From an optimization exercise on the open Yosys and OpenROAD flow, aimed at small area and a short achievable clock period; shortcuts taken in it are not production practice.
Only simulation tests tie the RTL to the original design; equivalence was not proved.
Power is estimated from default activity; no workload was simulated.

==> design.v <==
module crtp_fold (
    input  wire [7:0] a,
    input  wire [7:0] c,
    output wire [7:0] y
);
    wire [8:0] sum = {1'b0, a} + {1'b0, c};
    wire [8:0] rem = sum % 9'd255;
    assign y = rem[7:0];
endmodule
module crtp_rx #(
    parameter TIMEOUT = 1000
) (
    input  wire         clk,
    input  wire         rst,
    input  wire         in_valid,
    input  wire [7:0]   in_byte,
    output wire         push,
    output wire [7:0]   push_header,
    output wire [4:0]   push_size,
    output wire [239:0] push_data
);
    localparam [2:0] S_FIRST  = 3'd0,
                     S_SECOND = 3'd1,
                     S_HEADER = 3'd2,
                     S_SIZE   = 3'd3,
                     S_DATA   = 3'd4,
                     S_CSUM   = 3'd5;
    reg [2:0]   state;
    reg [7:0]   header;
    reg [4:0]   size;
    reg [4:0]   index;
    reg [7:0]   acc;
    reg [239:0] data;
    reg [9:0]   idle_cnt;
    wire [7:0] acc_next;
    crtp_fold u_fold (.a(acc), .c(in_byte), .y(acc_next));
    wire [7:0] seed = in_byte % 8'd255;
    wire timeout = !in_valid && (idle_cnt == TIMEOUT - 1);
    assign push        = in_valid && (state == S_CSUM) && (in_byte == acc);
    assign push_header = header;
    assign push_size   = size;
    assign push_data   = data;
    always @(posedge clk) begin
        if (rst) begin
            idle_cnt <= 10'd0;
        end else if (in_valid) begin
            idle_cnt <= 10'd0;
        end else if (idle_cnt != TIMEOUT - 1) begin
            idle_cnt <= idle_cnt + 10'd1;
        end
    end
    integer i;
    always @(posedge clk) begin
        if (rst) begin
            state <= S_FIRST;
        end else if (timeout) begin
            state <= S_FIRST;
        end else if (in_valid) begin
            case (state)
                S_FIRST: begin
                    if (in_byte == 8'hAA) state <= S_SECOND;
                end
                S_SECOND: begin
                    if (in_byte == 8'hAA) state <= S_HEADER;
                    else                  state <= S_FIRST;
                end
                S_HEADER: begin
                    header <= in_byte;
                    acc    <= seed;
                    state  <= S_SIZE;
                end
                S_SIZE: begin
                    if (in_byte > 8'd30) begin
                        state <= S_FIRST;
                    end else begin
                        size  <= in_byte[4:0];
                        acc   <= acc_next;
                        index <= 5'd0;
                        if (in_byte == 8'd0) state <= S_CSUM;
                        else                 state <= S_DATA;
                    end
                end
                S_DATA: begin
                    for (i = 0; i < 30; i = i + 1)
                        if (index == i) data[8*i +: 8] <= in_byte;
                    acc   <= acc_next;
                    index <= index + 5'd1;
                    if (index + 5'd1 == size) state <= S_CSUM;
                end
                S_CSUM: begin
                    state <= S_FIRST;
                end
                default: state <= S_FIRST;
            endcase
        end
    end
endmodule
module crtp_pktq (
    input  wire         clk,
    input  wire         rst,
    input  wire         push,
    input  wire [7:0]   push_header,
    input  wire [4:0]   push_size,
    input  wire [239:0] push_data,
    output wire         out_valid,
    input  wire         out_ready,
    output wire [7:0]   out_header,
    output wire [4:0]   out_size,
    output wire [239:0] out_data
);
    reg [7:0]   hdr0, hdr1;
    reg [4:0]   size0, size1;
    reg [239:0] data0, data1;
    reg         wr_ptr, rd_ptr;
    reg [1:0]   count;
    wire full    = (count == 2'd2);
    wire do_push = push && !full;
    wire do_pop  = out_valid && out_ready;
    assign out_valid  = (count != 2'd0);
    assign out_header = rd_ptr ? hdr1  : hdr0;
    assign out_size   = rd_ptr ? size1 : size0;
    assign out_data   = rd_ptr ? data1 : data0;
    always @(posedge clk) begin
        if (do_push) begin
            if (wr_ptr) begin
                hdr1  <= push_header;
                size1 <= push_size;
                data1 <= push_data;
            end else begin
                hdr0  <= push_header;
                size0 <= push_size;
                data0 <= push_data;
            end
        end
    end
    always @(posedge clk) begin
        if (rst) begin
            wr_ptr <= 1'b0;
            rd_ptr <= 1'b0;
            count  <= 2'd0;
        end else begin
            if (do_push) wr_ptr <= ~wr_ptr;
            if (do_pop)  rd_ptr <= ~rd_ptr;
            count <= count + {1'b0, do_push} - {1'b0, do_pop};
        end
    end
endmodule
module crtp_tx (
    input  wire         clk,
    input  wire         rst,
    input  wire         in_valid,
    output wire         in_ready,
    input  wire [7:0]   in_header,
    input  wire [4:0]   in_size,
    input  wire [239:0] in_data,
    output wire         out_valid,
    input  wire         out_ready,
    output reg  [7:0]   out_byte
);
    reg         busy;
    reg [5:0]   index;       
    reg [7:0]   header;
    reg [4:0]   size;
    reg [239:0] data;
    reg [7:0]   acc;
    wire [5:0] last = {1'b0, size} + 6'd4;    
    assign in_ready  = !busy;
    assign out_valid = busy;
    integer i;
    always @(*) begin
        out_byte = 8'h00;
        if (index < 6'd2)        out_byte = 8'hAA;
        else if (index == 6'd2)  out_byte = header;
        else if (index == 6'd3)  out_byte = {3'b000, size};
        else if (index == last)  out_byte = acc;
        else begin
            for (i = 0; i < 30; i = i + 1)
                if (index == i + 4) out_byte = data[8*i +: 8];
        end
    end
    wire [7:0] acc_next;
    crtp_fold u_fold (.a(acc), .c(out_byte), .y(acc_next));
    always @(posedge clk) begin
        if (rst) begin
            busy <= 1'b0;
        end else if (!busy) begin
            if (in_valid) begin
                busy   <= 1'b1;
                index  <= 6'd0;
                header <= in_header;
                size   <= in_size;
                data   <= in_data;
                acc    <= 8'd0;
            end
        end else if (out_ready) begin
            if (index == last) begin
                busy <= 1'b0;
            end else begin
                if (index >= 6'd2) acc <= acc_next;
                index <= index + 6'd1;
            end
        end
    end
endmodule
module crtp_link (
    input  wire         clk,
    input  wire         rst,
    input  wire         rx_valid,
    input  wire [7:0]   rx_data,
    output wire         pkt_valid,
    input  wire         pkt_ready,
    output wire [7:0]   pkt_header,
    output wire [4:0]   pkt_size,
    output wire [239:0] pkt_data,
    input  wire         tx_valid,
    output wire         tx_ready,
    input  wire [7:0]   tx_header,
    input  wire [4:0]   tx_size,
    input  wire [239:0] tx_data,
    output wire         txo_valid,
    input  wire         txo_ready,
    output wire [7:0]   txo_data
);
    wire         push;
    wire [7:0]   push_header;
    wire [4:0]   push_size;
    wire [239:0] push_data;
    crtp_rx u_rx (
        .clk(clk), .rst(rst),
        .in_valid(rx_valid), .in_byte(rx_data),
        .push(push), .push_header(push_header),
        .push_size(push_size), .push_data(push_data)
    );
    crtp_pktq u_pktq (
        .clk(clk), .rst(rst),
        .push(push), .push_header(push_header),
        .push_size(push_size), .push_data(push_data),
        .out_valid(pkt_valid), .out_ready(pkt_ready),
        .out_header(pkt_header), .out_size(pkt_size), .out_data(pkt_data)
    );
    crtp_tx u_tx (
        .clk(clk), .rst(rst),
        .in_valid(tx_valid), .in_ready(tx_ready),
        .in_header(tx_header), .in_size(tx_size), .in_data(tx_data),
        .out_valid(txo_valid), .out_ready(txo_ready), .out_byte(txo_data)
    );
endmodule
==> run.sh <==
#!/bin/bash
# synth_recipe.tcl (not shown) runs the flow's synth.tcl, then flattens the netlist and writes it again
# the make line also repeats each setting of config.mk as NAME=value (left out here)
make -C /OpenROAD-flow-scripts/flow DESIGN_CONFIG=/design/flow/config.mk WORK_HOME=/design/flow/orfs CLKGATE_MAP_FILE= SYNTH_SCRIPT=/design/flow/synth_recipe.tcl finish
==> config.mk <==
export PLATFORM = sky130hd
export DESIGN_NAME = crtp_link
export DESIGN_NICKNAME = crtp_link
export VERILOG_FILES = /design/flow/design.v
export SDC_FILE = /design/flow/constraint.sdc
export NUM_CORES = 4
export LEC_CHECK = 0
export CAP_MARGIN = 20
export CORE_MARGIN = 2
export CORE_UTILIZATION = 40
export PLACE_DENSITY = 0.6
export SLEW_MARGIN = 20
==> constraint.sdc <==
create_clock -name core_clock -period 8.0 [get_ports {clk}]
set_input_delay 1.6000 -clock core_clock [delete_from_list [all_inputs] [get_ports {clk}]]
set_output_delay 1.6000 -clock core_clock [all_outputs]
set_load 0.01 [all_outputs]
==> results.toml <==
[status]
run_status = "finished clean"

[clocking]
cts_root_buf = "clkbuf_16"
clock_path_buffers = 3
cts_tree = "yes"
path_clk_slew_ns = 0.07
numCtsBuffers = 105
clkSinkCount = 1057
clock_latency_ns = 0.70
postCtsResizedCells = 0
h-tree-depth = 3
post-cts-setup-buffers = 0
cts_hold_buffers = 0

[timing]
slew_violations = 0
layout_min_cycle_time_ns = 6.74
fin_ws_ns = 1.26
worst_pin_slew_ns = 1.07
relSlewSlack_pct = 28.4
tns_ns = 0
skew_ns = 0.0321
setup_violations = 0
finalCritPeriodShare_pct = 84.3
final-hold-violation-count = 0
rsz0062_at_grt = "false"
clock.fmax_mhz = 148

[drt]
drt-initial-drc-count = 2310
wire_per_inst_um = 24.8
firstDrtPassIters = 8
ant_nets = 0
via_per_inst = 5.35
num_vias = 23400
drc_errors = 0
drt-total-wl_um = 108000

[finish]
finalNetCount = 3215
n_fill_cell = 8243
drive_gt1_share_pct = 16.3
stdcell_area_um2 = 51200
syn_to_final_growth_pct = 25.7
diodes = 0

[floorplan]
io_pins = 531
die_w_um = 323
initial_utilization_pct = 40.2
rows = 117
coreArea_um2 = 101000
fp.dieH_um = 323
die-area_um2 = 104000

[logic_synthesis]
yosys_register_bits = 1057
syn_inst = 2331
seq_area_frac_synth_pct = 77.5
ys_warn_count = 3
ys.flop_type = "edfxtp_1"
yosysUniqueCellTypes = 103
synth_edf_count = 1039
synth_async_sr_flop_share_pct = 0
syn_area_per_cell_um2 = 17.5
syn_nets = 2634
synth_area_um2 = 40700

[global_routing]
grt-ovfl-total = 0
grt_pass1_wl_um = 156000
grt_max_degree = 162
antenna_found_initial = 2
track_usage_pct = 20.5
grt_pass1_vias = 23700

[setup_path]
crit_path_start_kind = "flop"
crit_path_end_kind = "flop"
slowest_stage = "nor4_1"
cp_max_fo = 16
critical_path_required_ns = 8.54
path_cells = "ha_1 > clkinv_1 > nor2_1 > a221oi_1 > a31oi_1 > o22ai_1 > a2111oi_0 > a2bb2oi_1 > ha_1 > a21oi_1 > xnor2_1 > nand2_1 > nor4_1 > a31oi_1 > ha_1 > a21oi_1 > nor3_1 > a31oi_1 > mux2i_1"
crit_arrival_ns = 7.28
max_stage_delay_ns = 0.73
rrSetupSlack_ns = 1.26
worst-setup-path-type = "flop to flop"

[placed_design]
placed_area_um2 = 47800
gp_congestion = 0.937
post-place-ws_ns = 1.13
port_buffers = 530
place_hpwl_um = 74600

[power]
p_leak_nw = 16.5
peakVddDrop_v = 0.000177
powerDensity_nw_per_um2 = 237

[worst_hold_path]
hp-class = "flop to flop"

[run]
maxCapViolCount = 0
==> worst max-delay path: cells and delay by family (launching register included) <==
family | cells | cell delay, ns
compound gates | 9 | 2.66
simple gates | 4 | 1.33
xor+xnor | 1 | 0.22
mux | 1 | 0.24
buf+inv | 1 | 0.49
flops | 1 | 0.46
fa+ha+maj | 3 | 1.18
==> per-layer routing <==
layer / vias up / global-route usage, % / part of all wire (%)
met2: 1044 / 35.0 / 49
met3: 193 / 4.24 / 7.1
li1: 10400 / - / -
met5: - / 0 / 0.030
met1: 11700 / 25.9 / 40
met4: 4 / 7.11 / 3.2
==> flip-flops by register name (all words and copies together) (netlist names), 10 cells and up <==
name           cells
u_pktq.data0     240
u_tx.data        240
u_rx.idle_cnt     10
u_pktq.data1     240
u_rx.data        240
==> through the flow <==
| step | power, mW | cells | utilization (%) | hold slack, ns |
|---|---|---|---|---|
| 3_5_place_dp | 7.45 | 4173 | 47.1 | 0.429 |
| 5_1_grt | 12.6 | 4370 | 50.5 | 0.441 |
| 3_3_place_gp | 7.44 | 4173 | 47.1 | 0.422 |
| 2_1_floorplan | 6.83 | 2331 | - | 0.421 |
| 6_report | 12.1 | 4370 | 50.5 | 0.433 |
| 4_1_cts | 12.3 | 4370 | 50.5 | 0.431 |
==> path summary, 6_finish.rpt <==
path	end	startpoint	cells after the start
hold reg to reg	u_pktq.data1[199]	u_rx.data[199]	0
setup / recovery	u_tx.acc[1]	u_tx.index[0]	19
setup reg to reg	u_tx.acc[1]	u_tx.index[0]	19
hold / removal	u_pktq.data1[199]	u_rx.data[199]	0
==> cell usage in the layout (no fill, tap or decap), types with 18 or more instances in the layout <==
cell / Yosys / layout
edfxtp_1: 1039 / 1039
clkdlybuf4s50_1: 0 / 522
mux2_2: 255 / 255
nor2_1: 128 / 128
nand2_1: 115 / 115
clkbuf_16: 0 / 105
o21ai_0: 58 / 58
a21oi_1: 54 / 54
nand3_1: 46 / 46
ha_1: 34 / 33
inv_1: 29 / 29
clkinv_1: 1 / 26
buf_4: 1 / 25
clkbuf_1: 76 / 24
and2_1: 24 / 23
nor3_1: 24 / 23
o22ai_1: 23 / 23
xnor2_1: 22 / 22
o211ai_1: 22 / 22
a211oi_1: 22 / 22
a221oi_1: 18 / 18
xor2_1: 18 / 18
==> area by class of cell <==
cell class                      instances  area, um2  share of cell area (%)
Clock buffer                          130       2730                    5.33
Clock inverter                         67        656                    1.28
Inverter                               30        113                   0.220
Multi-Input combinational cell       1151       8730                    17.1
Sequential cell                      1057      31600                    61.6
Tap cell                             1368       1710                    3.34
Timing Repair Buffer                  567       5690                    11.1
==> where the power goes <==
group          internal (mW)  leakage (nW)  switching (mW)
Sequential              6.11          9.56          0.0616
Combinational          0.573          5.26           0.585
Clock                   2.73          1.63            2.09
==> Yosys cell counts (all sizes together) (23+ instances only) <==
cell | count | share of area (%)
nand3 | 46 | 0.57
a21oi | 54 | 0.66
edfxtp | 1039 | 77
nor2 | 132 | 1.3
nor3 | 24 | 0.29
ha | 34 | 1.0
mux2 | 256 | 7.1
o21ai | 60 | 0.77
clkbuf | 76 | 0.70
inv | 29 | 0.27
nand2 | 116 | 1.1
and2 | 26 | 0.40
o22ai | 23 | 0.35
==> cell families (layout without fill, tap and decap cells) <==
family                     Yosys count  in the layout  share of synthesized area (%)
adders and majority gates           36             36                           1.14
xor gates and xnor gates            40             40                          0.860
AOI/OAI and AO/OA                  347            347                           6.14
DFF                               1057           1057                           77.5
muxes                              264            264                           7.28
and+or+nand+nor                    464            464                           5.89
buffers and inverters              123            794                           1.21

## separate check: timing with driven ports
Ports are ideal in the flow. The routed layout listed here was re-timed in OpenROAD. Step 1 sets driving cells, clkbuf_16 on the clock port and buf_2 on the other inputs (assumed; they add their load-dependent delay and slew). Step 2 adds t to the input delays and takes it off the output delays; t is the mean of the earliest and latest rising clock arrival at the registers after step 1. Input paths then give back, and output paths get back, about the clock's delay inside the block. Slacks: ideal ports / drivers / drivers and shift; pairs: ideal ports / drivers.
shift t [ns]: 0.746
slack for setup (ns): 1.256 / 1.256 / 1.256
worst hold slack (ns): 0.433 / 0.433 / 0.433
latest minus earliest clock arrival (ns): 0.036 / 0.036
worst data-port slew with drivers (ns): 0.13
After both steps this run still meets setup and hold. For this run, drivers alone change the setup slack by 0.000 ns; drivers and shift together by 0.000 ns.
